Source: an optimization exercise on an open RTL-to-GDS flow (aim: small area). Production flows keep margins and buffers that such runs may drop.
Only simulation tests tie the RTL to the original design; equivalence was not proved.

== rev 12 ==
==> module ibus_core, before the edit <==
module ibus_core (
    input  wire        clk,
    input  wire        rst,           
    input  wire        rx,            
    output reg         tx,            
    output wire        tx_en,         
    input  wire        req_valid,
    input  wire        req_send,      
    input  wire [3:0]  req_cmd,
    input  wire [3:0]  req_id,
    input  wire [2:0]  req_len,       
    input  wire [31:0] req_data,      
    output reg         dec_valid,
    output reg  [1:0]  dec_status,    
    output wire [3:0]  dec_cmd,
    output wire [3:0]  dec_id,
    output wire        frame_ready
);
    localparam [3:0] BC_IDLE = 4'd10;
    localparam [3:0] BC_PRE  = 4'd11;
    localparam [8:0] GAP_SEED = 9'h1FF;
    function [8:0] lfsr_step(input [8:0] s);
        lfsr_step = {s[7:0], s[8] ^ s[4]};
    endfunction
    function [8:0] lfsr_n(input [8:0] s, input integer n);
        integer k;
        begin
            lfsr_n = s;
            for (k = 0; k < n; k = k + 1)
                lfsr_n = lfsr_step(lfsr_n);
        end
    endfunction
    localparam [8:0] GAP_END = lfsr_n(GAP_SEED, 319);
    reg        rx_s1, rx_s2;     
    reg  [3:0] ph;               
    reg  [3:0] bc;               
    reg        busy;             
    reg  [3:0] rem;              
    reg        first;            
    reg [39:0] sr;               
    reg  [7:0] acc;              
    reg  [2:0] hi;               
    reg  [8:0] gap_lfsr;
    reg        gap_flag;
    reg  [2:0] cur;              
    reg        taken;
    assign tx_en       = busy;
    assign frame_ready = cur[2] && !taken;
    assign dec_cmd     = sr[15:12];
    assign dec_id      = sr[11:8];
    wire dec_fire  = req_valid && !req_send && !busy;
    wire send_fire = req_valid &&  req_send && !busy && (req_len <= 3'd4);
    wire dec_avail = frame_ready;
    wire bit_end  = (ph == 4'd15);
    wire in_data  = (bc != 4'd0) && (bc <= 4'd8);
    wire dshift   = bit_end && in_data;
    wire at_slot  = (bc == BC_IDLE);
    wire char_end = bit_end && (bc == 4'd9);
    wire t_body = !first && (rem >= 4'd3);
    wire t_clo  = !first && (rem == 4'd2);
    wire rx_valid    = !busy && char_end && rx_s2;
    wire rx_accept   = rx_valid && !send_fire;
    wire frame_start = rx_accept && gap_flag;
    wire rx_shift    = !busy && dshift;
    wire tx_shift = busy && dshift && t_body;
    wire tx_add   = busy && at_slot && t_body;
    wire tx_rot   = busy && dshift && (first || t_clo);
    always @(posedge clk) begin
        if (rst) begin
            rx_s1 <= 1'b1;
            rx_s2 <= 1'b1;
        end else begin
            rx_s1 <= rx;
            rx_s2 <= rx_s1;
        end
    end
    always @(posedge clk) begin
        if (bc == BC_IDLE || bc == BC_PRE)
            ph <= busy ? 4'd0 : 4'd8;
        else
            ph <= ph + 4'd1;
    end
    always @(posedge clk) begin
        if (rst) begin
            bc   <= BC_IDLE;
            busy <= 1'b0;
        end else if (send_fire) begin
            bc   <= BC_PRE;
            busy <= 1'b1;
        end else if (busy) begin
            if (bc == BC_PRE)
                bc <= BC_IDLE;
            else if (at_slot) begin
                if (rem == 4'd0)
                    busy <= 1'b0;
                else
                    bc <= 4'd0;
            end else if (bit_end)
                bc <= bc + 4'd1;
        end else begin
            if (at_slot) begin
                if (!rx_s2)
                    bc <= 4'd0;
            end else if (bit_end) begin
                if (bc == 4'd0 && rx_s2)
                    bc <= BC_IDLE;
                else
                    bc <= bc + 4'd1;
            end
        end
    end
    always @(posedge clk) begin
        if (send_fire) begin
            rem   <= 4'd4 + {1'b0, req_len};
            first <= 1'b1;
        end else if (char_end) begin
            rem   <= rem - 4'd1;
            first <= 1'b0;
        end
    end
    always @(posedge clk) begin
        if (send_fire)
            sr <= {req_data, req_cmd, req_id};
        else begin
            if (tx_shift || rx_shift)
                sr[7:0] <= {busy ? sr[8] : rx_s2, sr[7:1]};
            if (tx_shift || (rx_shift && cur == 3'd1))
                sr[15:8] <= {busy ? sr[16] : rx_s2, sr[15:9]};
            if (tx_shift)
                sr[39:16] <= {sr[39], sr[39:17]};
        end
    end
    wire [8:0] sum = {1'b0, acc} + {1'b0, sr[7:0]};
    wire       ok3 = (acc == 8'hFF) && !hi[1] && (sr[7:0] == {7'h7F, ~hi[0]});
    always @(posedge clk) begin
        if (send_fire) begin
            acc <= 8'd4 + {5'd0, req_len};
            hi  <= 3'd0;
        end else if (frame_start) begin
            acc <= sr[7:0];
            hi  <= 3'd0;
        end else if (tx_add || (rx_accept && (cur == 3'd1 || cur == 3'd2))) begin
            acc <= sum[7:0];
            hi  <= hi + {2'd0, sum[8]};
        end else if (rx_accept && cur == 3'd3) begin
            hi[2] <= ok3;
        end else if (tx_rot) begin
            acc <= {acc[0], acc[7:1]};
        end
    end
    always @(posedge clk) begin
        if (rx_accept)
            gap_lfsr <= GAP_SEED;
        else
            gap_lfsr <= lfsr_step(gap_lfsr);
    end
    always @(posedge clk) begin
        if (rst)
            gap_flag <= 1'b1;
        else if (rx_accept)
            gap_flag <= 1'b0;
        else if (gap_lfsr == GAP_END)
            gap_flag <= 1'b1;
    end
    always @(posedge clk) begin
        if (rst) begin
            cur   <= 3'd0;
            taken <= 1'b0;
        end else begin
            if (frame_start)
                cur <= 3'd1;
            else if (rx_accept && !cur[2])
                cur <= cur + 3'd1;
            if (frame_start)
                taken <= 1'b0;
            else if (send_fire || (dec_fire && dec_avail))
                taken <= 1'b1;
        end
    end
    always @(posedge clk) begin
        if (rst)
            dec_valid <= 1'b0;
        else
            dec_valid <= dec_fire;
    end
    always @(posedge clk) begin
        dec_status <= !dec_avail ? 2'd0 : hi[2] ? 2'd1 : 2'd2;
    end
    reg t_bit;
    always @(*) begin
        if (first)
            t_bit = acc[0];
        else if (t_body)
            t_bit = sr[0];
        else if (t_clo)
            t_bit = ~acc[0];
        else
            t_bit = !(bc <= 4'd3 && hi[bc[1:0] - 2'd1]);
    end
    always @(posedge clk) begin
        if (rst || !busy)
            tx <= 1'b1;
        else if (bc == 4'd0)
            tx <= 1'b0;
        else if (in_data)
            tx <= t_bit;
        else
            tx <= 1'b1;
    end
endmodule
Settings: LEC_CHECK=0, CAP_MARGIN=20, CORE_MARGIN=2, CORE_UTILIZATION=40, PLACE_DENSITY=0.6, SLEW_MARGIN=20; clock period 10.0 ns.
run.sh (not shown) runs the stock make flow with config.mk's settings and CLKGATE_MAP_FILE= SYNTH_SCRIPT=/design/flow/synth_recipe.tcl, a recipe that flattens the netlist after the stock synthesis.
What rev 13 does differently from rev 12 at the input level:
diff --git a/flow/design.v b/flow/design.v
--- a/flow/design.v
+++ b/flow/design.v
@@ -61,12 +61,10 @@
     wire rx_valid    = !busy && char_end && rx_s2;
     wire rx_accept   = rx_valid && !send_fire;
     wire frame_start = rx_accept && gap_flag;
     wire rx_shift    = !busy && dshift;
     wire tx_shift = busy && dshift && t_body;
-    wire tx_add   = busy && at_slot && t_body;
-    wire tx_rot   = busy && dshift && (first || t_clo);
     always @(posedge clk) begin
         if (rst) begin
             rx_s1 <= 1'b1;
             rx_s2 <= 1'b1;
         end else begin
@@ -128,36 +126,51 @@
                 sr[15:8] <= {busy ? sr[16] : rx_s2, sr[15:9]};
             if (tx_shift)
                 sr[39:16] <= {sr[39], sr[39:17]};
         end
     end
-    wire [8:0] sum = {1'b0, acc} + {1'b0, sr[7:0]};
-    wire       ok3 = (acc == 8'hFF) && !hi[1] && (sr[7:0] == {7'h7F, ~hi[0]});
+    reg        cy;               
+    reg        pend;             
+    wire       last  = (bc == 4'd8);
+    wire       add_en = busy ? t_body : pend;
+    wire       a_in  = add_en && sr[0];
+    wire       s_bit = acc[0] ^ a_in ^ cy;
+    wire       c_out = (acc[0] & a_in) | (acc[0] & cy) | (a_in & cy);
+    wire       rot   = dshift && (busy || pend);
+    wire       ok3   = (acc == 8'hFF) && !hi[1] && (sr[7:0] == {7'h7F, ~hi[0]});
     always @(posedge clk) begin
         if (send_fire) begin
             acc <= 8'd4 + {5'd0, req_len};
             hi  <= 3'd0;
+            cy  <= 1'b0;
         end else if (frame_start) begin
-            acc <= sr[7:0];
-            hi  <= 3'd0;
-        end else if (tx_add || (rx_accept && (cur == 3'd1 || cur == 3'd2))) begin
-            acc <= sum[7:0];
-            hi  <= hi + {2'd0, sum[8]};
+            acc     <= 8'd0;
+            hi[1:0] <= 2'd0;
+            cy      <= 1'b0;
+        end else if (rot) begin
+            acc <= {s_bit, acc[7:1]};
+            cy  <= c_out && !last;
+            if (last)
+                hi <= hi + {2'd0, c_out};
         end else if (rx_accept && cur == 3'd3) begin
             hi[2] <= ok3;
-        end else if (tx_rot) begin
-            acc <= {acc[0], acc[7:1]};
-        end
+        end
+    end
+    always @(posedge clk) begin
+        if (rx_accept && (frame_start || cur == 3'd1 || cur == 3'd2))
+            pend <= 1'b1;
+        else if (rx_shift && last)
+            pend <= 1'b0;
     end
     always @(posedge clk) begin
         if (rx_accept)
             gap_lfsr <= GAP_SEED;
         else
             gap_lfsr <= lfsr_step(gap_lfsr);
     end
     always @(posedge clk) begin
-        if (rst)
+        if (rst || send_fire)            
             gap_flag <= 1'b1;
         else if (rx_accept)
             gap_flag <= 1'b0;
         else if (gap_lfsr == GAP_END)
             gap_flag <= 1'b1;
@@ -181,12 +194,16 @@
         if (rst)
             dec_valid <= 1'b0;
         else
             dec_valid <= dec_fire;
     end
-    always @(posedge clk) begin
-        dec_status <= !dec_avail ? 2'd0 : hi[2] ? 2'd1 : 2'd2;
+    reg avail_q;                 
+    always @(posedge clk) begin
+        avail_q <= dec_avail;
+    end
+    always @(*) begin
+        dec_status = {avail_q && !hi[2], avail_q && hi[2]};
     end
     reg t_bit;
     always @(*) begin
         if (first)
             t_bit = acc[0];
Results
- Rev 13 ran to completion and came out clean on the timing, DRC and antenna checks.
- Rev 13 packs its core looser than rev 12.
- Summed instance area of the synthesized netlist (lower): rev 13
- Rev 13 against rev 12: final weighted congestion in routability-driven placement went down by 12%, share of the yosys chip area belonging to registers went up by 3.2 points, multi-input logic portion of the cell area went down by 3.6 points.

==> static timing again, ports no longer ideal <==
The flow's constraints put no driver on any port. The routed layouts listed below were extracted and timed again, unchanged, in two steps. Step 1, drivers: a clkbuf_16 drives clk and a buf_2 each remaining input, both assumed. Step 2 moves the port delays by t, midway between the first and last clock arrival at a register: inputs arrive t later, outputs are due t later. That takes back most of the time a late clock gives input paths. Slacks: no drivers / after step 1 / after step 2; pairs: no drivers / after step 1.
run | shift t [ns] | setup WS [ns] | worst hold slack (ns) | worst slew at a driven data input, ns
rev 12 | 0.400 | 5.489 / 5.489 / 5.089 | 0.420 / 0.420 / 0.420 | 0.04
rev 13 | 0.384 | 5.115 / 5.121 / 4.737 | 0.411 / 0.411 / 0.411 | 0.04
After both steps setup and hold are still met in every run listed. The setup slack of rev 12, which loses most, moves by 0.000 ns with the drivers and by -0.400 ns with both steps.
